From an optimization exercise on the open Yosys and OpenROAD flow, aimed at small area, a short achievable clock period and few clock cycles; shortcuts taken in it are not production practice.
Only simulation tests tie the RTL to the original design; equivalence was not proved.
No activity file was given, so power comes from the tool's default toggle rates.

`config.mk`:
```
export PLATFORM = sky130hd
export DESIGN_NAME = vrd
export DESIGN_NICKNAME = vrd
export VERILOG_FILES = /design/flow/design.v
export SDC_FILE = /design/flow/constraint.sdc
export NUM_CORES = 4
export LEC_CHECK = 0
export CAP_MARGIN = 20
export CORE_MARGIN = 2
export CORE_UTILIZATION = 40
export CTS_CLUSTER_DIAMETER = 60
export CTS_CLUSTER_SIZE = 30
export SLEW_MARGIN = 20
export SYNTH_MEMORY_MAX_BITS = 16384
```
`constraint.sdc`:
```
create_clock -name core_clock -period 10.0 [get_ports {clk}]
set_input_delay 2.0000 -clock core_clock [delete_from_list [all_inputs] [get_ports {clk}]]
set_output_delay 2.0000 -clock core_clock [all_outputs]
set_load 0.01 [all_outputs]
```
`design.v`:
```
module vrd_scan (
    input  wire [2:0] shape,    
    input  wire       regime,
    input  wire [5:0] cursor,   
    output wire [2:0] row,
    output wire [2:0] col
);
    reg  [1:0] sel;
    always @(*) begin
        case (shape)
            3'd0:    sel = regime ? 2'd0 : 2'd0;
            3'd3:    sel = regime ? 2'd2 : 2'd1;
            3'd6:    sel = regime ? 2'd1 : 2'd2;
            default: sel = 2'd3;
        endcase
    end
    reg [5:0] rc;
    always @(*) begin
        case ({sel, cursor})
            {2'd0, 6'd0}: rc = {3'd0, 3'd0};
            {2'd0, 6'd1}: rc = {3'd0, 3'd1};
            {2'd0, 6'd2}: rc = {3'd1, 3'd0};
            {2'd0, 6'd3}: rc = {3'd2, 3'd0};
            {2'd0, 6'd4}: rc = {3'd1, 3'd1};
            {2'd0, 6'd5}: rc = {3'd0, 3'd2};
            {2'd0, 6'd6}: rc = {3'd0, 3'd3};
            {2'd0, 6'd7}: rc = {3'd1, 3'd2};
            {2'd0, 6'd8}: rc = {3'd2, 3'd1};
            {2'd0, 6'd9}: rc = {3'd3, 3'd0};
            {2'd0, 6'd10}: rc = {3'd4, 3'd0};
            {2'd0, 6'd11}: rc = {3'd3, 3'd1};
            {2'd0, 6'd12}: rc = {3'd2, 3'd2};
            {2'd0, 6'd13}: rc = {3'd1, 3'd3};
            {2'd0, 6'd14}: rc = {3'd0, 3'd4};
            {2'd0, 6'd15}: rc = {3'd0, 3'd5};
            {2'd0, 6'd16}: rc = {3'd1, 3'd4};
            {2'd0, 6'd17}: rc = {3'd2, 3'd3};
            {2'd0, 6'd18}: rc = {3'd3, 3'd2};
            {2'd0, 6'd19}: rc = {3'd4, 3'd1};
            {2'd0, 6'd20}: rc = {3'd5, 3'd0};
            {2'd0, 6'd21}: rc = {3'd6, 3'd0};
            {2'd0, 6'd22}: rc = {3'd5, 3'd1};
            {2'd0, 6'd23}: rc = {3'd4, 3'd2};
            {2'd0, 6'd24}: rc = {3'd3, 3'd3};
            {2'd0, 6'd25}: rc = {3'd2, 3'd4};
            {2'd0, 6'd26}: rc = {3'd1, 3'd5};
            {2'd0, 6'd27}: rc = {3'd0, 3'd6};
            {2'd0, 6'd28}: rc = {3'd0, 3'd7};
            {2'd0, 6'd29}: rc = {3'd1, 3'd6};
            {2'd0, 6'd30}: rc = {3'd2, 3'd5};
            {2'd0, 6'd31}: rc = {3'd3, 3'd4};
            {2'd0, 6'd32}: rc = {3'd4, 3'd3};
            {2'd0, 6'd33}: rc = {3'd5, 3'd2};
            {2'd0, 6'd34}: rc = {3'd6, 3'd1};
            {2'd0, 6'd35}: rc = {3'd7, 3'd0};
            {2'd0, 6'd36}: rc = {3'd7, 3'd1};
            {2'd0, 6'd37}: rc = {3'd6, 3'd2};
            {2'd0, 6'd38}: rc = {3'd5, 3'd3};
            {2'd0, 6'd39}: rc = {3'd4, 3'd4};
            {2'd0, 6'd40}: rc = {3'd3, 3'd5};
            {2'd0, 6'd41}: rc = {3'd2, 3'd6};
            {2'd0, 6'd42}: rc = {3'd1, 3'd7};
            {2'd0, 6'd43}: rc = {3'd2, 3'd7};
            {2'd0, 6'd44}: rc = {3'd3, 3'd6};
            {2'd0, 6'd45}: rc = {3'd4, 3'd5};
            {2'd0, 6'd46}: rc = {3'd5, 3'd4};
            {2'd0, 6'd47}: rc = {3'd6, 3'd3};
            {2'd0, 6'd48}: rc = {3'd7, 3'd2};
            {2'd0, 6'd49}: rc = {3'd7, 3'd3};
            {2'd0, 6'd50}: rc = {3'd6, 3'd4};
            {2'd0, 6'd51}: rc = {3'd5, 3'd5};
            {2'd0, 6'd52}: rc = {3'd4, 3'd6};
            {2'd0, 6'd53}: rc = {3'd3, 3'd7};
            {2'd0, 6'd54}: rc = {3'd4, 3'd7};
            {2'd0, 6'd55}: rc = {3'd5, 3'd6};
            {2'd0, 6'd56}: rc = {3'd6, 3'd5};
            {2'd0, 6'd57}: rc = {3'd7, 3'd4};
            {2'd0, 6'd58}: rc = {3'd7, 3'd5};
            {2'd0, 6'd59}: rc = {3'd6, 3'd6};
            {2'd0, 6'd60}: rc = {3'd5, 3'd7};
            {2'd0, 6'd61}: rc = {3'd6, 3'd7};
            {2'd0, 6'd62}: rc = {3'd7, 3'd6};
            {2'd0, 6'd63}: rc = {3'd7, 3'd7};
            {2'd1, 6'd0}: rc = {3'd0, 3'd0};
            {2'd1, 6'd1}: rc = {3'd0, 3'd1};
            {2'd1, 6'd2}: rc = {3'd1, 3'd0};
            {2'd1, 6'd3}: rc = {3'd2, 3'd0};
            {2'd1, 6'd4}: rc = {3'd1, 3'd1};
            {2'd1, 6'd5}: rc = {3'd0, 3'd2};
            {2'd1, 6'd6}: rc = {3'd0, 3'd3};
            {2'd1, 6'd7}: rc = {3'd1, 3'd2};
            {2'd1, 6'd8}: rc = {3'd2, 3'd1};
            {2'd1, 6'd9}: rc = {3'd3, 3'd0};
            {2'd1, 6'd10}: rc = {3'd3, 3'd1};
            {2'd1, 6'd11}: rc = {3'd2, 3'd2};
            {2'd1, 6'd12}: rc = {3'd1, 3'd3};
            {2'd1, 6'd13}: rc = {3'd0, 3'd4};
            {2'd1, 6'd14}: rc = {3'd0, 3'd5};
            {2'd1, 6'd15}: rc = {3'd1, 3'd4};
            {2'd1, 6'd16}: rc = {3'd2, 3'd3};
            {2'd1, 6'd17}: rc = {3'd3, 3'd2};
            {2'd1, 6'd18}: rc = {3'd3, 3'd3};
            {2'd1, 6'd19}: rc = {3'd2, 3'd4};
            {2'd1, 6'd20}: rc = {3'd1, 3'd5};
            {2'd1, 6'd21}: rc = {3'd0, 3'd6};
            {2'd1, 6'd22}: rc = {3'd0, 3'd7};
            {2'd1, 6'd23}: rc = {3'd1, 3'd6};
            {2'd1, 6'd24}: rc = {3'd2, 3'd5};
            {2'd1, 6'd25}: rc = {3'd3, 3'd4};
            {2'd1, 6'd26}: rc = {3'd3, 3'd5};
            {2'd1, 6'd27}: rc = {3'd2, 3'd6};
            {2'd1, 6'd28}: rc = {3'd1, 3'd7};
            {2'd1, 6'd29}: rc = {3'd2, 3'd7};
            {2'd1, 6'd30}: rc = {3'd3, 3'd6};
            {2'd1, 6'd31}: rc = {3'd3, 3'd7};
            {2'd2, 6'd0}: rc = {3'd0, 3'd0};
            {2'd2, 6'd1}: rc = {3'd0, 3'd1};
            {2'd2, 6'd2}: rc = {3'd1, 3'd0};
            {2'd2, 6'd3}: rc = {3'd2, 3'd0};
            {2'd2, 6'd4}: rc = {3'd1, 3'd1};
            {2'd2, 6'd5}: rc = {3'd0, 3'd2};
            {2'd2, 6'd6}: rc = {3'd0, 3'd3};
            {2'd2, 6'd7}: rc = {3'd1, 3'd2};
            {2'd2, 6'd8}: rc = {3'd2, 3'd1};
            {2'd2, 6'd9}: rc = {3'd3, 3'd0};
            {2'd2, 6'd10}: rc = {3'd4, 3'd0};
            {2'd2, 6'd11}: rc = {3'd3, 3'd1};
            {2'd2, 6'd12}: rc = {3'd2, 3'd2};
            {2'd2, 6'd13}: rc = {3'd1, 3'd3};
            {2'd2, 6'd14}: rc = {3'd2, 3'd3};
            {2'd2, 6'd15}: rc = {3'd3, 3'd2};
            {2'd2, 6'd16}: rc = {3'd4, 3'd1};
            {2'd2, 6'd17}: rc = {3'd5, 3'd0};
            {2'd2, 6'd18}: rc = {3'd6, 3'd0};
            {2'd2, 6'd19}: rc = {3'd5, 3'd1};
            {2'd2, 6'd20}: rc = {3'd4, 3'd2};
            {2'd2, 6'd21}: rc = {3'd3, 3'd3};
            {2'd2, 6'd22}: rc = {3'd4, 3'd3};
            {2'd2, 6'd23}: rc = {3'd5, 3'd2};
            {2'd2, 6'd24}: rc = {3'd6, 3'd1};
            {2'd2, 6'd25}: rc = {3'd7, 3'd0};
            {2'd2, 6'd26}: rc = {3'd7, 3'd1};
            {2'd2, 6'd27}: rc = {3'd6, 3'd2};
            {2'd2, 6'd28}: rc = {3'd5, 3'd3};
            {2'd2, 6'd29}: rc = {3'd6, 3'd3};
            {2'd2, 6'd30}: rc = {3'd7, 3'd2};
            {2'd2, 6'd31}: rc = {3'd7, 3'd3};
            {2'd3, 6'd0}: rc = {3'd0, 3'd0};
            {2'd3, 6'd1}: rc = {3'd0, 3'd1};
            {2'd3, 6'd2}: rc = {3'd1, 3'd0};
            {2'd3, 6'd3}: rc = {3'd2, 3'd0};
            {2'd3, 6'd4}: rc = {3'd1, 3'd1};
            {2'd3, 6'd5}: rc = {3'd0, 3'd2};
            {2'd3, 6'd6}: rc = {3'd0, 3'd3};
            {2'd3, 6'd7}: rc = {3'd1, 3'd2};
            {2'd3, 6'd8}: rc = {3'd2, 3'd1};
            {2'd3, 6'd9}: rc = {3'd3, 3'd0};
            {2'd3, 6'd10}: rc = {3'd3, 3'd1};
            {2'd3, 6'd11}: rc = {3'd2, 3'd2};
            {2'd3, 6'd12}: rc = {3'd1, 3'd3};
            {2'd3, 6'd13}: rc = {3'd2, 3'd3};
            {2'd3, 6'd14}: rc = {3'd3, 3'd2};
            {2'd3, 6'd15}: rc = {3'd3, 3'd3};
            default: rc = 6'd0;
        endcase
    end
    assign row = regime ? rc[2:0] : rc[5:3];
    assign col = regime ? rc[5:3] : rc[2:0];
endmodule
module vrd (
    input  wire        clk,
    input  wire        rst,           
    input  wire        cmd_valid,
    output wire        cmd_ready,
    input  wire [35:0] cmd_word,
    output wire        rsp_valid,
    input  wire        rsp_ready,
    output wire [35:0] rsp_word,
    output wire        irq,
    output wire        sym_req,
    output wire [1:0]  sym_class,
    output wire        sym_regime,
    input  wire        sym_ack,
    input  wire [3:0]  sym_data,
    output wire        coef_req,
    output wire [2:0]  coef_cs,
    input  wire        coef_ack,
    input  wire        coef_err,
    input  wire        coef_last,
    input  wire [31:0] coef_skip,
    input  wire [31:0] coef_value,
    output wire        itx_req,
    output wire        itx_op,        
    output wire [2:0]  itx_shape,
    output wire        itx_kind,      
    output wire [5:0]  itx_idx,
    output wire [15:0] itx_coef,
    input  wire        itx_ack,
    input  wire [15:0] itx_res,
    output wire        mem_req,
    output wire        mem_we,
    output wire [31:0] mem_addr,
    output wire [7:0]  mem_wdata,
    input  wire        mem_ack,
    input  wire [7:0]  mem_rdata
);
    localparam [3:0] OP_NOP = 4'd0, OP_SETQ = 4'd1, OP_SETCTX = 4'd2, OP_SETBASE = 4'd3,
                     OP_SETSTRIDE = 4'd4, OP_DECBLK = 4'd5, OP_CLRACC = 4'd6,
                     OP_RDREG = 4'd7, OP_RDBLK = 4'd8, OP_CLRERR = 4'd9;
    localparam [2:0] ST_OK = 3'd0, ST_ILLCMD = 3'd1, ST_UNCFG = 3'd2, ST_QZERO = 3'd3,
                     ST_STREAM = 3'd4, ST_REFUSED = 3'd5;
    localparam [2:0] SH_FULL = 3'd0, SH_PAIR8x4 = 3'd3, SH_PAIR4x8 = 3'd6, SH_QUAD = 3'd7;
    reg [7:0]  q_mquant;
    reg        q_halfqp;
    reg        q_pquant;
    reg        c_regime;
    reg [2:0]  c_cs;
    reg        c_patf;
    reg        c_resred;
    reg [31:0] dstbase;
    reg [31:0] dststride;
    reg [3:0]  cfgv;
    reg [23:0] ttacc3;         
    reg        res_valid;      
    reg [6:0]  placed0, placed1, placed2, placed3;
    reg        err;
    reg [2:0]  errcode;
    reg [1:0]  errsub;
    reg [31:0] cmdcnt;
    reg [7:0]  quant;
    reg        scale0;         
    wire [1023:0] blkq;        
    reg        crdy;           
    reg        st_exec;        
    reg [3:0]  op;
    reg [10:0] cd;             
    reg        cd_hi;          
    reg        st_sym, st_pull, st_nsub, st_bub1, st_bub2, st_fin, fin_err, st_rdblk;
    reg        clr_pend;       
    reg        fin_ttout;      
    reg [2:0]  fin_n;          
    reg        r_itx, r_itxop, r_mem, r_memwe;
    reg [1:0]  r_class;
    reg [2:0]  wshape;
    reg [3:0]  wsubpat;
    reg [1:0]  k;
    reg [6:0]  cur;
    reg [5:0]  pidx;           
    reg [5:0]  rsel;           
    reg        lcol;           
    reg [1:0]  astep;          
    reg        r_kind;
    reg [15:0] r_coef;
    reg [31:0] r_addr;
    reg [31:0] r_nrow;         
    reg [8:0]  r_res;          
    reg [7:0]  r_wdata;
    reg        r_rspv;
    reg [34:0] r_rsp;
    reg        we0;
    reg [5:0]  pos0;
    reg [15:0] v0;
    reg [1:0]  k0;
    reg        we1;
    reg [5:0]  cell1;
    reg [15:0] s1, c1;         
    wire st_beat = r_itx & ~r_itxop;
    wire st_res  = r_itx &  r_itxop;
    wire st_mrd  = r_mem & ~r_memwe;
    wire st_mwr  = r_mem &  r_memwe;
    wire d_noshape = cd[3];
    wire d_first   = cd[4];
    wire d_skipblk = cd[5];
    assign cmd_ready  = crdy;
    assign rsp_valid  = r_rspv;
    assign rsp_word   = {1'b0, r_rsp};
    assign irq        = err;
    assign sym_req    = st_sym;
    assign sym_class  = r_class;
    assign sym_regime = c_regime;
    assign coef_req   = st_pull;
    assign coef_cs    = c_cs;
    assign itx_req    = r_itx;
    assign itx_op     = r_itxop;
    assign itx_shape  = wshape;
    assign itx_kind   = r_kind;
    assign itx_idx    = pidx;
    assign itx_coef   = r_coef;
    assign mem_req    = r_mem;
    assign mem_we     = r_memwe;
    assign mem_addr   = r_addr;
    assign mem_wdata  = r_wdata;
    reg [3:0] pat;
    always @(*) begin
        case (wshape)
            SH_FULL:    pat = 4'hF;
            SH_QUAD:    pat = ~wsubpat;
            SH_PAIR8x4: pat = ~{wsubpat[1], wsubpat[1], wsubpat[0], wsubpat[0]};
            default:    pat = ~{wsubpat[1], wsubpat[0], wsubpat[1], wsubpat[0]};
        endcase
    end
    wire [31:0] reg_ttacc  = {1'b0, ttacc3[23:21], 1'b0, ttacc3[20:18], 1'b0, ttacc3[17:15],
                              1'b0, ttacc3[14:12], 1'b0, ttacc3[11:9],  1'b0, ttacc3[8:6],
                              1'b0, ttacc3[5:3],   1'b0, ttacc3[2:0]};
    wire [31:0] reg_result = res_valid ? {16'd0, 1'b1, wsubpat, wshape, 4'd0, pat} : 32'd0;
    wire [31:0] reg_status = {16'd0, cfgv, 2'd0, errsub, 1'b0, errcode, 3'd0, err};
    reg [31:0] regval;
    always @(*) begin
        case (cd[3:0])
            4'd0:    regval = {22'd0, q_pquant, q_halfqp, q_mquant};
            4'd1:    regval = {26'd0, c_resred, c_patf, c_cs, c_regime};
            4'd2:    regval = dstbase;
            4'd3:    regval = dststride;
            4'd4:    regval = reg_ttacc;
            4'd5:    regval = reg_result;
            4'd6:    regval = {1'b0, placed3, 1'b0, placed2, 1'b0, placed1, 1'b0, placed0};
            4'd7:    regval = reg_status;
            4'd8:    regval = cmdcnt;
            default: regval = {8'd0, quant, 7'd0, quant, scale0};
        endcase
    end
    reg rsv;
    always @(*) begin
        case (op)
            OP_SETQ:                  rsv = cd_hi | cd[10];
            OP_SETCTX, OP_RDBLK:      rsv = cd_hi | (|cd[10:6]);
            OP_SETBASE, OP_SETSTRIDE: rsv = 1'b0;
            OP_DECBLK:                rsv = cd_hi | cd[7];
            OP_RDREG:                 rsv = cd_hi | (|cd[10:4]);
            default:                  rsv = cd_hi | (|cd);
        endcase
    end
    wire admitted = (op == OP_NOP) | (op == OP_RDREG) | (op == OP_RDBLK) | (op == OP_CLRERR);
    wire refused  = err & ~admitted;
    wire illegal  = (op >= 4'd10) | rsv | ((op == OP_RDREG) & (cd[3:0] >= 4'd10)) |
                    ((op == OP_DECBLK) & d_noshape & (cd[2:0] != 3'd0));
    wire dec_go   = (op == OP_DECBLK) & (cfgv == 4'b1111) & (q_mquant != 8'd0);
    function [2:0] norm_shape(input [2:0] raw);
        case (raw)
            3'd0:             norm_shape = SH_FULL;
            3'd1, 3'd2, 3'd3: norm_shape = SH_PAIR8x4;
            3'd4, 3'd5, 3'd6: norm_shape = SH_PAIR4x8;
            default:          norm_shape = SH_QUAD;
        endcase
    endfunction
    wire wide = ~wshape[2];                
    reg       has_nxt;
    reg [1:0] nxt_k;
    always @(*) begin
        has_nxt = 1'b0;
        nxt_k   = 2'd0;
        case (wshape)
            SH_PAIR8x4, SH_PAIR4x8: begin
                has_nxt = (k == 2'd0) & ~wsubpat[0];
                nxt_k   = 2'd1;
            end
            SH_QUAD: begin
                if (k == 2'd0 && !wsubpat[2]) begin
                    has_nxt = 1'b1; nxt_k = 2'd1;
                end else if (k <= 2'd1 && !wsubpat[1]) begin
                    has_nxt = 1'b1; nxt_k = 2'd2;
                end else if (k <= 2'd2 && !wsubpat[0]) begin
                    has_nxt = 1'b1; nxt_k = 2'd3;
                end
            end
            default: ;
        endcase
    end
    function [5:0] cell_of(input [2:0] shp, input [1:0] kk, input [5:0] p);
        if (!shp[2])
            cell_of = {p[5] | (shp[0] & kk[0]), p[4:0]};
        else
            cell_of = {p[4] | (shp[0] & kk[1]), p[3:2], kk[0], p[1:0]};
    endfunction
    wire last_idx = wshape == SH_FULL ? (pidx == 6'd63) :
                    wshape == SH_QUAD ? (pidx[3:0] == 4'd15) : (pidx[4:0] == 5'd31);
    wire [5:0] pidx_inc  = pidx + 6'd1;
    wire [5:0] pidx_inc2 = pidx + 6'd2;
    wire inc_last_col = wide ? (pidx_inc[2:0] == 3'd7) : (pidx_inc[1:0] == 2'd3);
    wire [7:0] cur_sum = {1'b0, cur} + {1'b0, coef_skip[6:0]};
    wire       big     = (|coef_skip[31:7]) | cur_sum[7];
    wire       overrun = big | (wshape == SH_FULL ? cur_sum[6] :
                                wshape == SH_QUAD ? (|cur_sum[6:4]) : (|cur_sum[6:5]));
    wire       place   = ~coef_err & ~overrun;
    wire       sub_end = overrun | coef_last;
    reg [6:0] placed_k;
    always @(*) begin
        case (k)
            2'd0: placed_k = placed0;
            2'd1: placed_k = placed1;
            2'd2: placed_k = placed2;
            default: placed_k = placed3;
        endcase
    end
    wire [2:0] scan_row, scan_col;
    vrd_scan u_scan (
        .shape  (wshape),
        .regime (c_regime),
        .cursor (pos0),
        .row    (scan_row),
        .col    (scan_col)
    );
    wire       y0b_0 = (wshape == SH_PAIR8x4 & k0[0]) | (wshape == SH_QUAD & k0[1]);
    wire       x0b_0 = wshape[2] & k0[0];
    wire [5:0] place_cell = {scan_row[2] | y0b_0, scan_row[1:0], scan_col[2] | x0b_0, scan_col[1:0]};
    wire [8:0]  scl = {quant, scale0};
    wire [15:0] pp0 = v0 & {16{scl[0]}};
    wire [15:0] pp1 = {v0[14:0], 1'b0} & {16{scl[1]}};
    wire [15:0] pp2 = {v0[13:0], 2'b0} & {16{scl[2]}};
    wire [15:0] pp3 = {v0[12:0], 3'b0} & {16{scl[3]}};
    wire [15:0] pp4 = {v0[11:0], 4'b0} & {16{scl[4]}};
    wire [15:0] pp5 = {v0[10:0], 5'b0} & {16{scl[5]}};
    wire [15:0] pp6 = {v0[9:0],  6'b0} & {16{scl[6]}};
    wire [15:0] pp7 = {v0[8:0],  7'b0} & {16{scl[7]}};
    wire [15:0] pp8 = {v0[7:0],  8'b0} & {16{scl[8]}};
    function [31:0] csa(input [15:0] a, input [15:0] b, input [15:0] c);
        csa = {a ^ b ^ c, ((a[14:0] & b[14:0]) | (a[14:0] & c[14:0]) | (b[14:0] & c[14:0])), 1'b0};
    endfunction
    wire [31:0] l1a = csa(pp0, pp1, pp2);
    wire [31:0] l1b = csa(pp3, pp4, pp5);
    wire [31:0] l1c = csa(pp6, pp7, pp8);
    wire [31:0] l2a = csa(l1a[31:16], l1a[15:0], l1b[31:16]);
    wire [31:0] l2b = csa(l1b[15:0], l1c[31:16], l1c[15:0]);
    wire [31:0] l3a = csa(l2a[31:16], l2a[15:0], l2b[31:16]);
    wire [31:0] l4a = csa(l3a[31:16], l3a[15:0], l2b[15:0]);
    wire [15:0] q16  = {8'd0, quant};
    wire [15:0] t_u  = s1 + c1;
    wire [31:0] csp  = csa(s1, c1, q16);
    wire [31:0] csm  = csa(s1, c1, ~q16);
    wire [15:0] t_p  = csp[31:16] + csp[15:0];
    wire [15:0] t_m  = csm[31:16] + {csm[15:1], 1'b1};
    wire [15:0] deq_val = q_pquant ? t_u : (t_u[15] ? t_m : t_p);
    wire [63:0] rd_hot = 64'd1 << rsel;
    reg  [15:0] rd_raw;
    integer i;
    always @(*) begin
        rd_raw = 16'd0;
        for (i = 0; i < 64; i = i + 1)
            rd_raw = rd_raw | (blkq[16*i +: 16] & {16{rd_hot[i]}});
    end
    wire [15:0] rd_val = (we1 && cell1 == rsel) ? deq_val : rd_raw;
    wire        y0b = (wshape == SH_PAIR8x4 & k[0]) | (wshape == SH_QUAD & k[1]);
    wire        x0b = wshape[2] & k[0];
    wire [31:0] add_a = (astep == 2'd1) ? dstbase : r_nrow;
    wire [31:0] add_b = (astep == 2'd1) ? {29'd0, x0b, 2'b00} :
                        (astep == 2'd2) ? {dststride[29:0], 2'b00} : dststride;
    wire [31:0] nrow_next = add_a + add_b;
    wire [31:0] addr_inc  = r_addr + 32'd1;
    wire        res_hi = ~itx_res[15] & ((|itx_res[14:8]) | (&itx_res[7:0]));
    wire        res_lo =  itx_res[15] & ~((&itx_res[14:8]) & (|itx_res[7:0]));
    wire [8:0]  res_sat = res_hi ? 9'd255 : res_lo ? 9'h101 : itx_res[8:0];
    wire [9:0]  pix_sum = {2'b00, mem_rdata} + {r_res[8], r_res};
    wire [7:0]  pix_new = pix_sum[9] ? 8'd0 : pix_sum[8] ? 8'd255 : pix_sum[7:0];
    wire        blk_clear = clr_pend;
    wire [15:0] wbus      = deq_val & {16{~blk_clear}};
    reg  [15:0] blk [0:63];
    genvar gc;
    generate
        for (gc = 0; gc < 64; gc = gc + 1) begin : g_cell
            wire we_c = blk_clear | (we1 & (cell1 == gc));
            always @(posedge clk)
                if (we_c)
                    blk[gc] <= wbus;
            assign blkq[16*gc +: 16] = blk[gc];
        end
    endgenerate
    always @(posedge clk) begin
        v0    <= coef_value[15:0];
        pos0  <= cur_sum[5:0];
        k0    <= k;
        cell1 <= place_cell;
        s1    <= l4a[31:16];
        c1    <= l4a[15:0];
    end
    wire slot_free  = ~r_rspv | rsp_ready;
    wire dec_active = st_sym | st_pull | st_nsub | st_bub1 | st_bub2 | st_fin | r_itx | r_mem;
    wire exec_go    = st_exec & ~dec_active & slot_free;
    wire last_wr    = st_mwr & mem_ack & last_idx & ~has_nxt;
    wire finish_ok  = last_wr & slot_free;
    always @(posedge clk) begin
        if (rst) begin
            q_mquant  <= 8'd0;
            q_halfqp  <= 1'b0;
            q_pquant  <= 1'b0;
            c_regime  <= 1'b0;
            c_cs      <= 3'd0;
            c_patf    <= 1'b0;
            c_resred  <= 1'b0;
            dstbase   <= 32'd0;
            dststride <= 32'd0;
            cfgv      <= 4'd0;
            ttacc3    <= 24'd0;
            res_valid <= 1'b0;
            wshape    <= 3'd0;
            wsubpat   <= 4'd0;
            placed0   <= 7'd0;
            placed1   <= 7'd0;
            placed2   <= 7'd0;
            placed3   <= 7'd0;
            err       <= 1'b0;
            errcode   <= 3'd0;
            errsub    <= 2'd0;
            cmdcnt    <= 32'd0;
            quant     <= 8'd0;
            scale0    <= 1'b0;
            crdy      <= 1'b1;
            st_exec   <= 1'b0;
            st_sym    <= 1'b0;
            st_pull   <= 1'b0;
            st_nsub   <= 1'b0;
            st_rdblk  <= 1'b0;
            clr_pend  <= 1'b0;
            st_bub1   <= 1'b0;
            st_bub2   <= 1'b0;
            st_fin    <= 1'b0;
            astep     <= 2'd0;
            r_itx     <= 1'b0;
            r_mem     <= 1'b0;
            r_rspv    <= 1'b0;
            we0       <= 1'b0;
            we1       <= 1'b0;
        end else begin
            we0 <= st_pull & coef_ack & place;
            we1 <= we0;
            if (we0) begin
                case (k0)
                    2'd0: placed0 <= placed0 + 7'd1;
                    2'd1: placed1 <= placed1 + 7'd1;
                    2'd2: placed2 <= placed2 + 7'd1;
                    default: placed3 <= placed3 + 7'd1;
                endcase
            end
            if (r_rspv && rsp_ready)
                r_rspv <= 1'b0;
            if (crdy && cmd_valid) begin
                crdy    <= 1'b0;
                st_exec <= 1'b1;
                op      <= cmd_word[35:32];
                cd      <= cmd_word[10:0];
                cd_hi   <= |cmd_word[31:11];
                rsel    <= cmd_word[5:0];
                if (cmd_word[35:32] == OP_SETBASE && !err) begin
                    dstbase <= cmd_word[31:0];
                    cfgv[2] <= 1'b1;
                end
                if (cmd_word[35:32] == OP_SETSTRIDE && !err) begin
                    dststride <= cmd_word[31:0];
                    cfgv[3]   <= 1'b1;
                end
            end
            clr_pend <= exec_go & ~refused & ~illegal & dec_go;
            if (exec_go) begin
                st_exec <= 1'b0;
                if (refused) begin
                    r_rspv <= 1'b1;
                    r_rsp  <= {ST_REFUSED, reg_status};
                    crdy   <= 1'b1;
                end else if (illegal) begin
                    r_rspv <= 1'b1;
                    crdy   <= 1'b1;
                    if (!err) begin
                        err     <= 1'b1;
                        errcode <= ST_ILLCMD;
                        errsub  <= 2'd0;
                        r_rsp   <= {ST_ILLCMD, 16'd0, cfgv, 2'd0, 2'd0, 1'b0, ST_ILLCMD, 3'd0, 1'b1};
                    end else begin
                        r_rsp   <= {ST_ILLCMD, reg_status};
                    end
                end else if (op == OP_DECBLK) begin
                    if (cfgv != 4'b1111) begin
                        r_rspv  <= 1'b1;
                        crdy    <= 1'b1;
                        err     <= 1'b1;
                        errcode <= ST_UNCFG;
                        errsub  <= 2'd0;
                        r_rsp   <= {ST_UNCFG, 16'd0, cfgv, 2'd0, 2'd0, 1'b0, ST_UNCFG, 3'd0, 1'b1};
                    end else if (q_mquant == 8'd0) begin
                        r_rspv  <= 1'b1;
                        crdy    <= 1'b1;
                        err     <= 1'b1;
                        errcode <= ST_QZERO;
                        errsub  <= 2'd0;
                        r_rsp   <= {ST_QZERO, 16'd0, cfgv, 2'd0, 2'd0, 1'b0, ST_QZERO, 3'd0, 1'b1};
                    end else begin
                        placed0   <= 7'd0;
                        placed1   <= 7'd0;
                        placed2   <= 7'd0;
                        placed3   <= 7'd0;
                        res_valid <= 1'b0;
                        quant     <= q_mquant[7] ? (~q_mquant + 8'd1) : q_mquant;
                        scale0    <= ~q_mquant[7] & q_halfqp;
                        cur       <= 7'd0;
                        fin_ttout <= cd[6];
                        fin_n     <= cd[10:8];
                        fin_err   <= 1'b0;
                        wshape    <= norm_shape(cd[2:0]);
                        if (d_noshape) begin
                            st_sym  <= 1'b1;
                            r_class <= 2'd0;
                        end else begin
                            case (cd[2:0])
                                3'd0: begin
                                    wsubpat <= 4'd0;
                                    k       <= 2'd0;
                                    st_pull <= 1'b1;
                                end
                                3'd7: begin
                                    st_sym  <= 1'b1;
                                    r_class <= 2'd1;
                                end
                                3'd3, 3'd6: begin
                                    st_sym  <= 1'b1;
                                    r_class <= 2'd2;
                                end
                                3'd2, 3'd5: begin
                                    wsubpat <= 4'b0010;
                                    k       <= 2'd1;
                                    st_pull <= 1'b1;
                                end
                                default: begin
                                    wsubpat <= 4'b0001;
                                    k       <= 2'd0;
                                    st_pull <= 1'b1;
                                end
                            endcase
                        end
                    end
                end else if (op == OP_RDBLK) begin
                    r_coef   <= rd_raw;
                    st_rdblk <= 1'b1;
                end else begin
                    r_rspv <= 1'b1;
                    crdy   <= 1'b1;
                    cmdcnt <= cmdcnt + 32'd1;
                    r_rsp  <= {ST_OK, 32'd0};
                    case (op)
                        OP_SETQ: begin
                            q_mquant <= cd[7:0];
                            q_halfqp <= cd[8];
                            q_pquant <= cd[9];
                            cfgv[0]  <= 1'b1;
                        end
                        OP_SETCTX: begin
                            c_regime <= cd[0];
                            c_cs     <= cd[3:1];
                            c_patf   <= cd[4];
                            c_resred <= cd[5];
                            cfgv[1]  <= 1'b1;
                        end
                        OP_CLRACC: ttacc3 <= 24'd0;
                        OP_RDREG:  r_rsp <= {ST_OK, regval};
                        OP_CLRERR: begin
                            err     <= 1'b0;
                            errcode <= 3'd0;
                            errsub  <= 2'd0;
                        end
                        default: ;
                    endcase
                end
            end
            if (st_rdblk) begin
                st_rdblk <= 1'b0;
                r_rspv   <= 1'b1;
                crdy     <= 1'b1;
                cmdcnt   <= cmdcnt + 32'd1;
                r_rsp    <= {ST_OK, {16{r_coef[15]}}, r_coef};
            end
            if (st_sym && sym_ack) begin
                case (r_class)
                    2'd0: begin
                        wshape <= norm_shape(sym_data[2:0]);
                        if (sym_data[2:0] == 3'd0) begin
                            wsubpat <= 4'd0;
                            k       <= 2'd0;
                            st_sym  <= 1'b0;
                            st_pull <= 1'b1;
                        end else if (sym_data[2:0] == 3'd7) begin
                            r_class <= 2'd1;
                        end else if (sym_data[2:0] == 3'd3 || sym_data[2:0] == 3'd6 ||
                                     !d_first || c_patf) begin
                            r_class <= 2'd2;
                        end else begin
                            st_sym  <= 1'b0;
                            st_pull <= 1'b1;
                            if (sym_data[2:0] == 3'd2 || sym_data[2:0] == 3'd5) begin
                                wsubpat <= 4'b0010;
                                k       <= 2'd1;
                            end else begin
                                wsubpat <= 4'b0001;
                                k       <= 2'd0;
                            end
                        end
                    end
                    2'd1: begin
                        wsubpat <= ~sym_data;
                        st_sym  <= 1'b0;
                        st_pull <= |sym_data;
                        st_fin  <= ~(|sym_data);
                        k <= sym_data[3] ? 2'd0 : sym_data[2] ? 2'd1 : sym_data[1] ? 2'd2 : 2'd3;
                    end
                    default: begin
                        wsubpat <= (sym_data[1:0] == 2'd0) ? 4'd0 : {2'd0, sym_data[1:0] ^ 2'b11};
                        st_sym  <= 1'b0;
                        st_pull <= 1'b1;
                        k       <= (sym_data[1:0] == 2'd1) ? 2'd1 : 2'd0;
                    end
                endcase
            end
            if (st_pull) begin
                rsel <= cell_of(wshape, k, 6'd0);
            end
            if (st_pull && coef_ack) begin
                cur   <= cur_sum[6:0] + 7'd1;
                astep <= 2'd1;
                if (coef_err) begin
                    st_pull <= 1'b0;
                    st_fin  <= 1'b1;
                    fin_err <= 1'b1;
                end else if (sub_end) begin
                    st_pull <= 1'b0;
                    st_bub1 <= ~d_skipblk;
                    st_nsub <= d_skipblk;
                end
            end
            if (st_nsub) begin
                st_nsub <= 1'b0;
                if (has_nxt) begin
                    k       <= nxt_k;
                    cur     <= 7'd0;
                    st_pull <= 1'b1;
                end else begin
                    st_fin  <= 1'b1;
                end
            end
            if (astep == 2'd1) begin
                r_nrow <= nrow_next;
                astep  <= 2'd2;
            end
            if (astep == 2'd2) begin
                if (y0b)
                    r_nrow <= nrow_next;
                astep <= 2'd3;
            end
            if (astep == 2'd3) begin
                r_addr <= r_nrow;
                r_nrow <= nrow_next;
                lcol   <= 1'b0;
                astep  <= 2'd0;
            end
            if (st_bub1) begin
                st_bub1 <= 1'b0;
                if (we0 && pos0 == 6'd0) begin
                    st_bub2 <= 1'b1;
                end else begin
                    r_kind  <= we0 ? (placed_k == 7'd0) : (placed_k == 7'd1);
                    r_itx   <= 1'b1;
                    r_itxop <= 1'b0;
                    pidx    <= 6'd0;
                    r_coef  <= rd_val;
                    rsel    <= cell_of(wshape, k, 6'd1);
                end
            end
            if (st_bub2) begin
                st_bub2 <= 1'b0;
                r_kind  <= (placed_k == 7'd1);
                r_itx   <= 1'b1;
                r_itxop <= 1'b0;
                pidx    <= 6'd0;
                r_coef  <= rd_val;
                rsel    <= cell_of(wshape, k, 6'd1);
            end
            if (st_beat && itx_ack) begin
                if (last_idx) begin
                    r_itxop <= 1'b1;
                    pidx    <= 6'd0;
                end else begin
                    pidx    <= pidx_inc;
                    r_coef  <= rd_val;
                    rsel    <= cell_of(wshape, k, pidx_inc2);
                end
            end
            if (st_res && itx_ack) begin
                r_itx   <= 1'b0;
                r_mem   <= 1'b1;
                r_memwe <= 1'b0;
                r_res   <= res_sat;
            end
            if (st_mrd && mem_ack) begin
                r_memwe <= 1'b1;
                r_wdata <= pix_new;
                if (last_idx && !has_nxt)
                    crdy <= 1'b1;
            end
            if (st_mwr && mem_ack) begin
                r_mem <= 1'b0;
                if (!last_idx) begin
                    pidx  <= pidx_inc;
                    lcol  <= inc_last_col;
                    r_itx <= 1'b1;
                    if (lcol) begin
                        r_addr <= r_nrow;
                        r_nrow <= nrow_next;
                    end else begin
                        r_addr <= addr_inc;
                    end
                end else if (has_nxt) begin
                    k       <= nxt_k;
                    cur     <= 7'd0;
                    st_pull <= 1'b1;
                end
            end
            if (last_wr && !slot_free)
                st_fin <= 1'b1;
            if (finish_ok || (st_fin && !fin_err && !we0 && !we1 && slot_free)) begin
                st_fin    <= 1'b0;
                r_rspv    <= 1'b1;
                crdy      <= ~(st_exec | (crdy & cmd_valid));
                res_valid <= 1'b1;
                cmdcnt    <= cmdcnt + 32'd1;
                r_rsp     <= {ST_OK, 16'd0, 1'b1, wsubpat, wshape, 4'd0, pat};
                if (fin_ttout)
                    ttacc3 <= ttacc3 | ({21'd0, wshape} << (fin_n * 3));
            end
            if (st_fin && fin_err && !we0 && !we1 && slot_free) begin
                st_fin <= 1'b0;
                r_rspv <= 1'b1;
                crdy   <= ~(st_exec | (crdy & cmd_valid));
                if (!err) begin
                    err     <= 1'b1;
                    errcode <= ST_STREAM;
                    errsub  <= k;
                    r_rsp   <= {ST_STREAM, 16'd0, cfgv, 2'd0, k, 1'b0, ST_STREAM, 3'd0, 1'b1};
                end else begin
                    r_rsp   <= {ST_STREAM, reg_status};
                end
            end
        end
    end
endmodule
```
`flow/run.sh`:
```
#!/bin/bash
# Layout flow: the standard flow (standard.sh, unchanged synthesis and
# steps) with two changes to how the layout is optimised:
#  - the setup repair aims for 6.5 ns of slack instead of stopping at 0, and
#  - the port buffers are plain buffers (buf_2) instead of delay cells.
# Clock-tree clustering comes from config.mk. Every tool's output is kept:
# make's in make_finish.log, and each ORFS step's in orfs/logs.
set -euo pipefail
bash standard.sh SETUP_SLACK_MARGIN=6.5 "BUFFER_PORTS_ARGS=-buffer_cell sky130_fd_sc_hd__buf_2" finish > make_finish.log 2>&1
```
`standard.sh`:
```
#!/bin/bash
# synth_recipe.tcl (not shown) runs the flow's synth.tcl, then flattens the netlist and writes it again
# the make line also repeats each setting of config.mk as NAME=value (left out here)
make -C /OpenROAD-flow-scripts/flow DESIGN_CONFIG=/design/flow/config.mk WORK_HOME=/design/flow/orfs CLKGATE_MAP_FILE= SYNTH_SCRIPT=/design/flow/synth_recipe.tcl "${@:-finish}"
```
==> results of run 1 <==
[cell usage after synthesis, types with 14 or more instances]
library cell	n
a31oi_1	51
buf_2	19
nand2b_1	40
and3_1	33
a221oi_1	20
a211oi_1	41
or3_1	22
nand4_1	94
mux2i_1	88
o21bai_1	34
and2_1	121
o21ai_0	154
clkbuf_1	246
a22oi_1	552
a21o_1	77
nand3b_1	14
xor2_1	54
o31ai_1	16
edfxtp_1	1204
a222oi_1	14
nor2_1	451
fa_1	85
nor2b_1	44
buf_1	17
nor4_1	56
o22ai_1	25
nand3_1	95
mux2_2	42
dfxtp_1	265
xnor2_1	96
nor3b_1	17
inv_1	205
ha_1	139
or2_2	19
o21a_1	33
o211ai_1	14
nand2_1	498
a21oi_1	274
nor3_1	95
[power by group]
part,total [mW],switching (mW),internal [mW],leakage (nW)
Combinational,1.63,0.975,0.656,13.8
Clock,5.18,2.69,2.49,2.07
Sequential,6.86,0.171,6.69,13.5
Total,13.7,3.84,9.83,29.4
[area by class of cell]
cell class / instances / share of cell area
well taps: 2204 / 0.03433
diodes: 6 / 0.0001869
inverters: 207 / 0.009891
multi-input cells: 3595 / 0.3233
flip-flops and latches: 1469 / 0.5170
repair buffers: 590 / 0.06177
clock buffers: 120 / 0.03684
clock inverters: 94 / 0.01673
[sequential cells by signal (all words and copies together) (netlist names), 24 cells and up]
| name | flops |
|---|---|
| blk | 1024 |
| r_rsp | 35 |
| cmdcnt | 32 |
| dstbase | 32 |
| dststride | 32 |
| r_addr | 32 |
| r_nrow | 32 |
| ttacc3 | 24 |
[worst max-delay path, delay by kind of cell]
kind                   cells  cell delay, ns
AO/OA/AOI/OAI              3            0.52
AND/OR/NAND/NOR            6            1.34
buffers and inverters      3            0.44
[cell usage in the layout, fill, tap and decap left out, drive strengths merged, types with 47 or more instances in the layout]
cell type  count
nor2         452
xor2          54
nor4          60
nor3          95
edfxtp      1204
nand2        498
mux2          47
mux2i         88
and2         122
o21ai        158
xnor2         96
buf          574
inv          253
ha           139
nand4         94
a22oi        553
a21o          77
a31oi         51
a21oi        274
dfxtp        265
clkbuf       133
nand3         95
fa            85
[how the worst min path moves through the flow]
stage / startpoint / endpoint / slack [ns] / cells past startpoint
6_report: res_valid / res_valid / 0.47 / 2
5_1_grt: ttacc3[12] / ttacc3[12] / 0.50 / 2
4_1_cts: res_valid / res_valid / 0.47 / 2
3_5_place_dp: res_valid / res_valid / 0.46 / 2
3_3_place_gp: ttacc3[14] / ttacc3[14] / 0.45 / 2
2_1_floorplan: k[0] / k0[0] / 0.35 / 0
[cells by family after synthesis]
family          after synthesis  share of synthesized area
simple gates               1651                     0.1179
flops                      1469                     0.6163
compound gates             1431                     0.1456
buf+inv                     492                    0.02803
fa+ha+maj                   225                    0.05130
xor+xnor                    150                    0.01953
mux                         136                    0.02130
other cells                   1                 0.00005575
[timing repair]
action | in CTS | in global routing
resized for setup | 202 | 184
pin swaps | 47 | 76
buffers inserted | 103 | 65
gates cloned | 10 | 15
endpoints found under the setup margin | 1234 | 1131
[layer usage]
layer,global-route usage,up-vias,part of all wire
li1,-,21860,-
met1,0.3920,26073,0.37
met2,0.4412,3668,0.43
met3,0.07302,703,0.13
met4,0.1627,2,0.070
met5,0,-,0.000049
==> run_results.csv, run 1 <==
group,metric,value,unit
floorplan,die_x,414.1,µm
grt,grt_max_degree,147,
grt,grtUsageTotal,0.2945,
clock_tree,cts_tree,"built",
power,p_leak,29.35,nW
logic_synthesis,synth_edf_count,1204,
clock_tree,clk_path_buf_depth,3,
logic_synthesis,synth_area_per_cell,12.11,µm²
grt,antenna_found_initial,4,
logic_synthesis,ys.flop_type,"edfxtp_1",
worst_setup_path,cp.required,10.64,ns
detailed_routing,detail_route.first_pass.iterations,6,
place,portBuffers,237,
logic_synthesis,synthTopCellsByArea,"edfxtp_1, dfxtp_1, a22oi_1",
logic_synthesis,yosysWarningCount,3,
cells_and_area,drive_above_1_share,0.2013,
floorplan,placementRows,150,
worst_setup_path,max_stage_delay,0.47,ns
place,place_inst,7872,
floorplan,core-area,167000,µm²
worst_setup_path,crit_type,"input port to register",
worst_setup_path,timing.rr.start,"wshape[0]",
cells_and_area,multi_input_area,25970,µm²
logic_synthesis,yosysUniqueCellTypes,92,
detailed_routing,vias,52306,
cells_and_area,nets,6338,
power,p_total,13.67,mW
worst_setup_path,crit_slowest_cell,"or4_4",
place,place_ws,5.013,ns
logic_synthesis,ys_seq_elements,1469,
logic_synthesis,yosys.area.top_type,"edfxtp_1",
detailed_routing,wirelength,264500,µm
detailed_routing,ant_nets,0,
sta,worst_slew_pin_slew,1.304,ns
detailed_routing,viasPerCell,6.313,
sta,timing.hold.ws,0.4719,ns
run_status,status,"no timing/DRC/antenna violations",
cells_and_area,fin_cells,8285,
clock_tree,clock_latency,0.83,ns
power,p_per_area,170.1,nW/µm²
worst_setup_path,cp_cell_sequence,"buf_8 -> nand2b_4 -> nand3_4 -> nor4_4 -> buf_6 -> and2_4 -> o2111a_2 -> a311oi_4 -> buf_12 -> or4_4 -> or3_1 -> a21oi_1",
worst_setup_path,r2r-end,"r_rsp[20]",
run,drv_cap,0,
logic_synthesis,netlist_instances,5555,
cells_and_area,area_delta_synth_final,19.42,%
worst_setup_path,critPathMaxFanout,8,
sta,fmax,0.2741,GHz
worst_setup_path,startpoint_type,"input port",
sta,fin_tns_setup,0,ns
detailed_routing,drtIter0Drc,8098,
place,postPlaceCellArea,72230,µm²
worst_setup_path,regToRegSetupSlack,6.46,ns
floorplan,io_pins,255,
worst_setup_path,rr_worst_depth,11,
sta,relSlewSlack,0.1281,
clock_tree,cts_buffers,113,
worst_setup_path,worstSetupEndpoint,"cmdcnt[11]",
place,dpl.hpwl,162100,µm
cells_and_area,stdcell_area,80330,µm²
grt,grt_pass1_vias,47594,
worst_setup_path,crit_path_end_kind,"register",
cells_and_area,seqCellArea,41530,µm²
logic_synthesis,yosys.area.top_type_share,0.5375,
logic_synthesis,synth-async-reset-ratio,0,
floorplan,dieArea,171500,µm²
floorplan,die_h,414.1,µm
worst_setup_path,crit_start,"rsp_ready",
worst_setup_path,cp.arrival,4.29,ns
clock_tree,cts_sinks,1469,
worst_hold_path,hold_path_class,"register to register",
clock_tree,path_clk_slew,0.07,ns
floorplan,start_util,0.4027,
grt,grt_pass1_wl,361700,µm
sta,timing.final.crit_share,0.3648,
detailed_routing,routedWlPerCell,31.93,µm
sta,setup_viol,0,
logic_synthesis,syn_area,67270,µm²
detailed_routing,drc,0,
sta,hold_violations,0,
sta,skew,0.1185,ns
sta,period_needed,3.648,ns
sta,finalMaxSlewViolations,0,
logic_synthesis,ys_seq_area_frac,0.6163,
sta,rsz0062_at_grt,"true",
cells_and_area,fin_util,0.4809,
clock_tree,cts.hold.buffers_added,0,
clock_tree,h-tree-depth,3,
sta,finalWorstSetupSlack,6.352,ns
grt,grt.overflow.total,0,
place,gp_congestion,0.9437,
logic_synthesis,syn-num-nets,5917,
cells_and_area,n_fill_cell,14829,
clock_tree,cts-root-buf,"clkbuf_16",
power,irDropWorstVdd,173.8,µV
Testbench counts, summed over its fixed seeds: cycles 127,797.
==> inputs of run 2 (changes only) <==
==> flow/run.sh (replaced) <==
#!/bin/bash
# Layout flow: the standard flow (standard.sh, unchanged synthesis and
# steps) with two changes to how the layout is optimised:
#  - the setup repair aims for 6.35 ns of slack instead of stopping at 0, and
#  - the port buffers are plain buffers (buf_2) instead of delay cells.
# Clock-tree clustering comes from config.mk. Every tool's output is kept:
# make's in make_finish.log, and each ORFS step's in orfs/logs.
set -euo pipefail
bash standard.sh SETUP_SLACK_MARGIN=6.35 "BUFFER_PORTS_ARGS=-buffer_cell sky130_fd_sc_hd__buf_2" finish > make_finish.log 2>&1
==> run_results.csv, run 2 <==
group,metric,value,unit
run_status,status,"no timing/DRC/antenna violations",
logic_synthesis,syn_area,67270,µm²
run,drv_cap,0,
worst_setup_path,critPathMaxFanout,15,
sta,skew,0.09284,ns
logic_synthesis,synthTopCellsByCount,"edfxtp_1, a22oi_1, nand2_1",
grt,grt_pass1_vias,47383,
grt,grt_pass1_wl,357800,µm
cells_and_area,drive_above_1_share,0.1815,
place,portBuffers,237,
cells_and_area,final_common_cell,"edfxtp_1",
place,place_ws,4.937,ns
logic_synthesis,yosysUniqueCellTypes,92,
clock_tree,cts_sinks,1469,
sta,finalMaxSlewViolations,0,
clock_tree,cts_buffers,109,
detailed_routing,drc,0,
cells_and_area,top_register,"blk",
worst_hold_path,hold_path_class,"register to register",
logic_synthesis,netlist_instances,5555,
power,p_leak,28.61,nW
grt,grt_max_degree,115,
sta,setup_viol,0,
clock_tree,clk_path_buf_depth,3,
cells_and_area,fin_cells,8224,
sta,timing.final.crit_share,0.3783,
sta,rsz0062_at_grt,"true",
cells_and_area,final_cell_mix,"edfxtp_1, a22oi_1, nand2_1",
logic_synthesis,yosysWarningCount,3,
logic_synthesis,syn-num-nets,5917,
sta,fin_tns_setup,0,ns
clock_tree,clock_latency,0.84,ns
logic_synthesis,ys_seq_area_frac,0.6163,
sta,worst_slew_pin_slew,1.267,ns
logic_synthesis,synth-async-reset-ratio,0,
cells_and_area,multi_input_area,25460,µm²
detailed_routing,vias,51403,
grt,grtUsageTotal,0.2915,
floorplan,die_h,414.1,µm
floorplan,die_x,414.1,µm
detailed_routing,ant_nets,0,
logic_synthesis,yosys.area.top_type,"edfxtp_1",
cells_and_area,area_delta_synth_final,16.81,%
worst_hold_path,hold_end,"res_valid",
place,place_inst,7883,
clock_tree,cts.hold.buffers_added,0,
worst_setup_path,crit_path_end_kind,"register",
logic_synthesis,yosys.area.top_type_share,0.5375,
sta,fmax,0.2643,GHz
logic_synthesis,synth_edf_count,1204,
worst_setup_path,rr_worst_depth,11,
worst_setup_path,crit_slowest_cell,"nor4_2",
worst_setup_path,crit_type,"register to register",
clock_tree,h-tree-depth,3,
detailed_routing,viasPerCell,6.250,
cells_and_area,top_regs,"blk (1024), r_rsp (35)",
clock_tree,cts-root-buf,"clkbuf_16",
grt,antenna_found_initial,10,
detailed_routing,drtIter0Drc,8217,
clock_tree,cts_tree,"built",
worst_hold_path,worstHoldStart,"res_valid",
clock_tree,path_clk_slew,0.07,ns
sta,timing.hold.ws,0.4676,ns
cells_and_area,seqCellArea,41520,µm²
detailed_routing,detail_route.first_pass.iterations,6,
sta,relSlewSlack,0.1532,
sta,finalWorstSetupSlack,6.217,ns
logic_synthesis,ys_seq_elements,1469,
floorplan,io_pins,255,
worst_setup_path,cp.required,10.51,ns
cells_and_area,nets,6279,
cells_and_area,largest_register_ffs,1024,
logic_synthesis,synth_area_per_cell,12.11,µm²
sta,hold_violations,0,
worst_setup_path,cp_cell_sequence,"buf_4 -> nand3_2 -> nor2_1 -> buf_4 -> a22oi_1 -> nand4_1 -> nor4_2 -> nand3_1 -> nor2_1 -> a21oi_1 -> o21a_1",
floorplan,placementRows,150,
floorplan,core-area,167000,µm²
worst_setup_path,regToRegSetupSlack,6.22,ns
worst_setup_path,timing.rr.start,"rsel[3]",
logic_synthesis,synthTopCellsByArea,"edfxtp_1, dfxtp_1, a22oi_1",
place,gp_congestion,0.9673,
worst_setup_path,cp.arrival,4.30,ns
place,dpl.hpwl,163700,µm
detailed_routing,wirelength,259200,µm
worst_setup_path,r2r-end,"r_coef[2]",
floorplan,start_util,0.4027,
logic_synthesis,synth.most_common_cell,"edfxtp_1",
worst_setup_path,startpoint_type,"register",
power,irDropWorstVdd,147.7,µV
grt,grt.overflow.total,0,
sta,period_needed,3.783,ns
worst_hold_path,holdPathStages,2,
detailed_routing,routedWlPerCell,31.52,µm
floorplan,dieArea,171500,µm²
worst_setup_path,max_stage_delay,0.65,ns
logic_synthesis,ys.flop_type,"edfxtp_1",
power,p_per_area,168.4,nW/µm²
power,p_total,13.23,mW
cells_and_area,n_fill_cell,14942,
-- run 2: cell counts after synthesis --
No cell type changed its count.
-- run 2: cell type report --
cell class | count | area share
clock buffers | 112 | 0.03485
clock inverters | 94 | 0.01533
repair buffers | 535 | 0.05196
inverters | 207 | 0.01008
multi-input cells | 3595 | 0.3240
flip-flops and latches | 1469 | 0.5284
diodes | 8 | 0.0002548
well taps | 2204 | 0.03509
-- run 2: layer usage --
metal | vias up | GRT usage | wire (µm)
li1 | 21718 | - | -
met3 | 688 | 0.07369 | 31900
met2 | 3415 | 0.4393 | 113100
met5 | - | 0 | 71
met1 | 25570 | 0.3860 | 96890
met4 | 12 | 0.1582 | 17210
-- run 2: where the power goes --
part	internal (mW)	switching [mW]	total (mW)
Sequential	6.69	0.183	6.87
Combinational	0.586	0.911	1.50
Clock	2.25	2.62	4.87
-- run 2: logic make-up (layout without fill, tap and decap cells) --
logic type / after synthesis / count (layout) / synth area share
buffers and inverters: 492 / 948 / 0.02803
adder cells (fa/ha/maj): 225 / 225 / 0.05130
flip-flops: 1469 / 1469 / 0.6163
AO/OA/AOI/OAI: 1431 / 1431 / 0.1456
multiplexers: 136 / 136 / 0.02130
XOR/XNOR: 150 / 150 / 0.01953
AND/OR/NAND/NOR: 1651 / 1652 / 0.1179
other: 1 / 9 / 0.00005575
-- run 2: worst max path at each step --
stage                     slack [ns]          to  depth (start not counted)  startpoint
final                           6.22   r_coef[2]                         11     rsel[3]
after floorplan                 5.99  cmdcnt[22]                         10   rsp_ready
after CTS                       6.32  cmdcnt[11]                         12   rsp_ready
after global placement          5.00   r_rsp[16]                          7     mem_ack
after global routing            6.28  r_nrow[31]                         16    astep[1]
after detailed placement        4.94   r_rsp[16]                          7     mem_ack
-- run 2: critical path: cells and delay by family (launching register included) --
family	cells	cell delay, ns
and+or+nand+nor	6	1.79
DFF	1	0.60
AOI/OAI and AO/OA	3	0.55
buffers and inverters	2	0.53
-- run 2: what timing repair did --
item	in CTS	in global routing
pin swaps	24	39
gates resized for setup	144	139
cloned	8	5
setup endpoints to repair	1133	1046
setup buffers	70	43
-- run 2: through the flow --
step | utilization | area, µm²
finish | 0.4704 | 78580
detailed placement | 0.4320 | 72160
global placement | 0.4319 | 72150
CTS | 0.4640 | 77510
global route | 0.4703 | 78560
floorplan | - | 67720
==> inputs of run 3 (changes only) <==
==> flow/run.sh (replaced) <==
#!/bin/bash
# Layout flow: the standard flow (standard.sh, unchanged synthesis and
# steps) with two changes to how the layout is optimised:
#  - the setup repair aims for 6.5 ns of slack instead of stopping at 0, and
#  - the port buffers are plain buffers (buf_1) instead of delay cells.
# Clock-tree clustering comes from config.mk. Every tool's output is kept:
# make's in make_finish.log, and each ORFS step's in orfs/logs.
set -euo pipefail
bash standard.sh SETUP_SLACK_MARGIN=6.5 "BUFFER_PORTS_ARGS=-buffer_cell sky130_fd_sc_hd__buf_1" finish > make_finish.log 2>&1
==> run_results.csv, run 3 <==
group,metric,value,unit
clock_tree,h-tree-depth,3,
worst_setup_path,cp.required,10.53,ns
run_status,status,"no timing/DRC/antenna violations",
sta,setup_viol,0,
cells_and_area,nets,6351,
logic_synthesis,yosysWarningCount,3,
logic_synthesis,syn_area,67270,µm²
sta,fmax,0.2758,GHz
place,gp_congestion,0.9383,
power,p_sw_frac,0.2804,
worst_setup_path,r2r-end,"r_coef[5]",
logic_synthesis,syn-num-nets,5917,
worst_setup_path,timing.rr.start,"rsel[5]",
worst_setup_path,startpoint_type,"register",
detailed_routing,routedWlPerCell,32.05,µm
power,irDropWorstVdd,204.5,µV
grt,grtUsageTotal,0.2961,
floorplan,core-area,167000,µm²
sta,skew,0.07301,ns
grt,grt.overflow.total,0,
grt,grt_max_degree,151,
worst_setup_path,crit_start,"rsel[5]",
place,dpl.hpwl,162600,µm
sta,fin_tns_setup,0,ns
worst_setup_path,worstSetupEndpoint,"r_coef[5]",
clock_tree,path_clk_slew,0.08,ns
cells_and_area,top_register,"blk",
floorplan,io_pins,255,
worst_setup_path,crit_type,"register to register",
cells_and_area,top_regs,"blk (1024), r_rsp (35)",
clock_tree,cts_sinks,1469,
cells_and_area,drive_above_1_share,0.1651,
sta,relSlewSlack,0.1524,
sta,timing.final.crit_share,0.3625,
worst_setup_path,critPathMaxFanout,19,
logic_synthesis,yosys.area.top_type,"edfxtp_1",
sta,rsz0062_at_grt,"true",
clock_tree,cts-root-buf,"clkbuf_16",
place,portBuffers,237,
logic_synthesis,ys.flop_type,"edfxtp_1",
floorplan,die_h,414.1,µm
detailed_routing,detail_route.first_pass.iterations,8,
clock_tree,cts_tree,"built",
detailed_routing,viasPerCell,6.287,
clock_tree,cts_buffers,111,
power,p_leak,28.53,nW
logic_synthesis,synthTopCellsByArea,"edfxtp_1, dfxtp_1, a22oi_1",
logic_synthesis,synth.most_common_cell,"edfxtp_1",
power,p_clk_frac,0.372,
logic_synthesis,synth_edf_count,1204,
place,place_inst,7881,
floorplan,die_x,414.1,µm
cells_and_area,largest_register_ffs,1024,
place,place_ws,4.931,ns
logic_synthesis,synthTopCellsByCount,"edfxtp_1, a22oi_1, nand2_1",
logic_synthesis,netlist_instances,5555,
grt,antenna_found_initial,10,
detailed_routing,drtIter0Drc,8329,
power,intPower,9.686,mW
detailed_routing,drc,0,
detailed_routing,wirelength,265900,µm
worst_setup_path,rr_worst_depth,11,
power,p_seq_frac,0.510,
cells_and_area,area_delta_synth_final,18.71,%
floorplan,start_util,0.4027,
worst_hold_path,hold_path_class,"register to register",
worst_setup_path,cp.arrival,4.16,ns
logic_synthesis,ys_seq_area_frac,0.6163,
clock_tree,clock_latency,0.84,ns
logic_synthesis,yosys.area.top_type_share,0.5375,
detailed_routing,vias,52171,
detailed_routing,ant_nets,0,
floorplan,placementRows,150,
worst_setup_path,regToRegSetupSlack,6.37,ns
grt,grt_pass1_vias,47115,
cells_and_area,final_cell_mix,"edfxtp_1, a22oi_1, nand2_1",
logic_synthesis,yosysUniqueCellTypes,92,
power,p_total,13.46,mW
power,combPwrFrac,0.118,
sta,period_needed,3.625,ns
logic_synthesis,synth_area_per_cell,12.11,µm²
sta,worst_slew_pin_slew,1.268,ns
logic_synthesis,synth-async-reset-ratio,0,
power,switchingPower,3.774,mW
sta,hold_violations,0,
floorplan,dieArea,171500,µm²
sta,finalWorstSetupSlack,6.375,ns
clock_tree,clk_path_buf_depth,3,
worst_setup_path,crit_path_end_kind,"register",
cells_and_area,final_common_cell,"edfxtp_1",
logic_synthesis,ys_seq_elements,1469,
cells_and_area,n_fill_cell,14858,
power,p_per_area,168.6,nW/µm²
run,drv_cap,0,
grt,grt_pass1_wl,361800,µm
sta,finalMaxSlewViolations,0,
cells_and_area,fin_cells,8298,
## run 3: changes by cell type in the layout (fill, tap and decap cells not counted), moves of 8 or more
cell and delta:
a21o_1 -8, a21o_2 +8, buf_1 +213, buf_12 +12, buf_2 -227, buf_4 +36
buf_6 +16, clkbuf_16 +11, clkinv_8 +9, ha_1 -8, nor2_1 -12, nor2_4 +9
## run 3: metrics by stage
| step | hold slack [ns] | util | instance area, µm² |
|---|---|---|---|
| after floorplan | 0.3462 | - | 67840 |
| after global placement | 0.4468 | 0.4309 | 71980 |
| after detailed placement | 0.4568 | 0.4313 | 72040 |
| after CTS | 0.4674 | 0.4691 | 78360 |
| after global routing | 0.5005 | 0.4780 | 79840 |
| final | 0.4681 | 0.4781 | 79850 |
## run 3: cell families after synthesis
| group | Yosys count | synth area share |
|---|---|---|
| buf+inv | 492 | 0.02803 |
| fa+ha+maj | 225 | 0.05130 |
| compound gates | 1431 | 0.1456 |
| flops | 1469 | 0.6163 |
| other cells | 1 | 0.00005575 |
| mux | 136 | 0.02130 |
| xor+xnor | 150 | 0.01953 |
| simple gates | 1651 | 0.1179 |
## run 3: repair_timing
action | 4_1_cts | 5_1_grt
gates resized for setup | 219 | 177
endpoints found under the setup margin | 1204 | 1155
hold buffers | 0 | 0
setup buffers | 121 | 51
pin swaps | 35 | 68
gates cloned | 13 | 14
## run 3: power by group through the flow
stage	Sequential, mW	Combinational [mW]	Clock, mW
finish	6.87	1.59	5.00
global route	6.88	1.70	5.23
CTS	6.86	1.46	5.03
detailed placement	7.02	1.29	0
global placement	7.02	1.27	0
floorplan	6.91	0.917	0
## run 3: routing by layer
metal,global-route usage,routed length [µm]
met2,0.4424,114400
met1,0.4008,99620
met5,0,39
met3,0.07369,34870
met4,0.1489,17060
## run 3: cell type report
class / instances / area, µm² / area share
clock buffer: 116 / 2818 / 0.03529
inverter: 207 / 794.5 / 0.009950
timing repair buffer: 605 / 4847 / 0.06070
antenna: 6 / 15.01 / 0.0001880
sequential: 1469 / 41530 / 0.5200
tap: 2204 / 2758 / 0.03453
clock inverter: 96 / 1279 / 0.01601
multi-input combinational: 3595 / 25820 / 0.3233
## run 3: how the worst min path moves through the flow
stage	cells after the start	startpoint	slack [ns]	end
2_1_floorplan	0	k[0]	0.35	k0[0]
3_3_place_gp	2	ttacc3[13]	0.45	ttacc3[13]
3_5_place_dp	2	res_valid	0.46	res_valid
4_1_cts	2	res_valid	0.47	res_valid
5_1_grt	1	st_bub1	0.50	st_bub1
6_report	2	res_valid	0.47	res_valid
## run 3: worst max-delay path, stage by stage (launching register included)
cell	delay, ns
edfxtp_1	0.43
buf_12	0.18
nand4b_1	0.29
nor2_1	0.21
buf_4	0.33
a22oi_1	0.23
nand4_1	0.14
nor2_2	0.46
nand4_1	0.51
nor2b_1	0.30
a211oi_1	0.20
a21oi_1	0.06
==> inputs of run 4 (changes only) <==
--- a/config.mk
+++ b/config.mk
@@ -8,5 +8,5 @@
 export CAP_MARGIN = 20
 export CORE_MARGIN = 2
-export CORE_UTILIZATION = 40
+export CORE_UTILIZATION = 45
 export CTS_CLUSTER_DIAMETER = 60
 export CTS_CLUSTER_SIZE = 30
==> run_results.csv, run 4 <==
group,metric,value,unit
run_status,status,"no timing/DRC/antenna violations",
cells_and_area,top_register,"blk",
clock_tree,cts_buffers,109,
clock_tree,cts-root-buf,"clkbuf_16",
place,dpl.hpwl,164500,µm
floorplan,io_pins,255,
detailed_routing,drtIter0Drc,8120,
clock_tree,clock_latency,0.83,ns
logic_synthesis,synthTopCellsByArea,"edfxtp_1, dfxtp_1, a22oi_1",
grt,grt.overflow.total,0,
detailed_routing,vias,52522,
power,p_total,13.42,mW
cells_and_area,stdcell_area,79550,µm²
cells_and_area,top_regs,"blk (1024), r_rsp (35)",
logic_synthesis,syn-num-nets,5917,
cells_and_area,drive_above_1_share,0.1670,
clock_tree,clk_path_buf_depth,3,
sta,hold_violations,0,
worst_setup_path,cp.arrival,4.06,ns
logic_synthesis,ys_seq_elements,1469,
cells_and_area,area_delta_synth_final,18.26,%
detailed_routing,viasPerCell,6.550,
sta,fmax,0.2786,GHz
run,drv_cap,0,
logic_synthesis,yosysUniqueCellTypes,92,
sta,period_needed,3.589,ns
clock_tree,cts_sinks,1469,
power,p_leak,28.56,nW
logic_synthesis,yosysWarningCount,3,
logic_synthesis,yosys.area.top_type_share,0.5375,
logic_synthesis,synth.most_common_cell,"edfxtp_1",
sta,relSlewSlack,0.1285,
logic_synthesis,syn_area,67270,µm²
place,portBuffers,237,
cells_and_area,final_cell_mix,"edfxtp_1, a22oi_1, nand2_1",
floorplan,die_x,390.6,µm
cells_and_area,largest_register_ffs,1024,
detailed_routing,routedWlPerCell,32.96,µm
cells_and_area,nets,6345,
detailed_routing,wirelength,264300,µm
worst_setup_path,crit_slowest_cell,"nor3_1",
logic_synthesis,netlist_instances,5555,
detailed_routing,drc,0,
cells_and_area,fin_util,0.5374,
logic_synthesis,synth-async-reset-ratio,0,
logic_synthesis,synth_area_per_cell,12.11,µm²
worst_hold_path,hold_path_class,"register to register",
worst_setup_path,crit_path_end_kind,"register",
grt,grtUsageTotal,0.3320,
logic_synthesis,synth_edf_count,1204,
power,irDropWorstVdd,145.7,µV
grt,antenna_found_initial,10,
detailed_routing,ant_nets,0,
logic_synthesis,ys_seq_area_frac,0.6163,
worst_setup_path,critPathMaxFanout,13,
sta,rsz0062_at_grt,"true",
grt,grt_max_degree,115,
floorplan,core-area,148000,µm²
cells_and_area,final_common_cell,"edfxtp_1",
worst_setup_path,cp_top_family,"simple AND/OR/NAND/NOR gates",
power,p_per_area,168.7,nW/µm²
logic_synthesis,ys.flop_type,"edfxtp_1",
place,gp_congestion,0.9661,
floorplan,placementRows,141,
cells_and_area,n_fill_cell,12518,
detailed_routing,detail_route.first_pass.iterations,9,
sta,fin_tns_setup,0,ns
place,postPlaceCellArea,71680,µm²
sta,setup_viol,0,
sta,worst_slew_pin_slew,1.304,ns
floorplan,dieArea,152600,µm²
grt,grt_pass1_vias,47364,
worst_setup_path,crit_type,"input port to register",
clock_tree,path_clk_slew,0.08,ns
logic_synthesis,synthTopCellsByCount,"edfxtp_1, a22oi_1, nand2_1",
grt,grt_pass1_wl,357500,µm
worst_setup_path,critPathBufInv,1,
floorplan,die_h,390.6,µm
worst_setup_path,cp_cell_sequence,"buf_1 -> and3_4 -> and2_4 -> a22oi_2 -> o21ai_4 -> nor3_1",
sta,skew,0.1019,ns
sta,finalMaxSlewViolations,0,
worst_setup_path,startpoint_type,"input port",
clock_tree,cts_tree,"built",
worst_setup_path,max_stage_delay,0.76,ns
floorplan,start_util,0.4545,
worst_setup_path,regToRegSetupSlack,6.43,ns
clock_tree,h-tree-depth,3,
sta,timing.final.crit_share,0.3589,
logic_synthesis,yosys.area.top_type,"edfxtp_1",
worst_setup_path,cp.required,10.47,ns
run 4: cell counts after synthesis:
No cell type changed its count.
run 4: cell type report:
cell class,count,area [µm²],area share
Sequential cell,1469,41520,0.5219
Clock buffer,116,2785,0.03501
Antenna cell,11,27.53,0.0003460
Timing Repair Buffer,600,4594,0.05775
Clock inverter,90,1207,0.01518
Tap cell,1930,2415,0.03036
Multi-Input combinational cell,3596,26200,0.3294
Inverter,207,797.0,0.01002
run 4: worst reg2reg max path, cell delays in order, from the launching register on:
cell	delay, ns
dfxtp_1	0.33
buf_12	0.14
nor2_2	0.38
nand2_1	0.28
a32o_1	0.37
and2_4	0.19
a22oi_2	0.53
o21ai_4	0.29
nor3_1	0.76
run 4: power by group:
group	switching [mW]	internal (mW)	leakage, nW	total (mW)
sequential	0.182	6.69	13.5	6.87
clock	2.62	2.29	1.92	4.92
combinational	0.971	0.659	13.1	1.63
run 4: logic make-up after synthesis:
| kind of cell | synth area share |
|---|---|
| fa+ha+maj | 0.05130 |
| xor+xnor | 0.01953 |
| compound gates | 0.1456 |
| buf+inv | 0.02803 |
| simple gates | 0.1179 |
| mux | 0.02130 |
| flops | 0.6163 |
| other cells | 0.00005575 |
run 4: through the flow:
stage	hold slack [ns]	cells	worst slack [ns]
floorplan	0.3462	5555	5.988
global placement	0.4484	7603	5.175
detailed placement	0.4577	7604	5.165
CTS	0.4684	7929	6.432
global route	0.4932	8011	6.354
finish	0.4696	8019	6.411
run 4: per-layer routing:
layer / part of all wire / global-route usage
met1: 0.38 / 0.4683
met3: 0.14 / 0.08707
met4: 0.054 / 0.1423
met2: 0.42 / 0.4833
met5: 0.000087 / 0
run 4: final timing paths:
check	startpoint	end	depth (start not counted)
worst max-delay path	mem_ack	r_rsp[32]	6
worst min-delay path	cd[10]	fin_n[2]	0
worst max register to register	wshape[1]	r_rsp[32]	8
worst min register to register	cd[10]	fin_n[2]	0
run 4: timing repair:
item | 4_1_cts | 5_1_grt
gates cloned | 10 | 15
setup endpoints to repair | 1176 | 1108
pin swaps | 35 | 89
resized for setup | 211 | 205
hold buffers | 0 | 0
buffers inserted | 109 | 64

## static timing again, ports no longer ideal
No port has a modelled driver above. Below, the same layouts with a new extraction and two added sets of constraints. Step 1 assumes that a clkbuf_16 drives the clock port and a buf_2 every other input. Step 2 times the ports against the registers' clock, not the clock port: input delays grow and output delays shrink by t, the midpoint of the rising clock arrivals with the driver on. a / b / c = ideal ports / drivers / drivers and shift; a / b = the first two.
run	shift t [ns]	slack for setup (ns)
run 1	0.852	6.352 / 6.352 / 5.529
run 2	0.871	6.217 / 6.217 / 5.543
run 3	0.889	6.375 / 6.305 / 5.527
run 4	0.860	6.411 / 6.364 / 5.601
After both steps setup and hold are still met in every run listed.
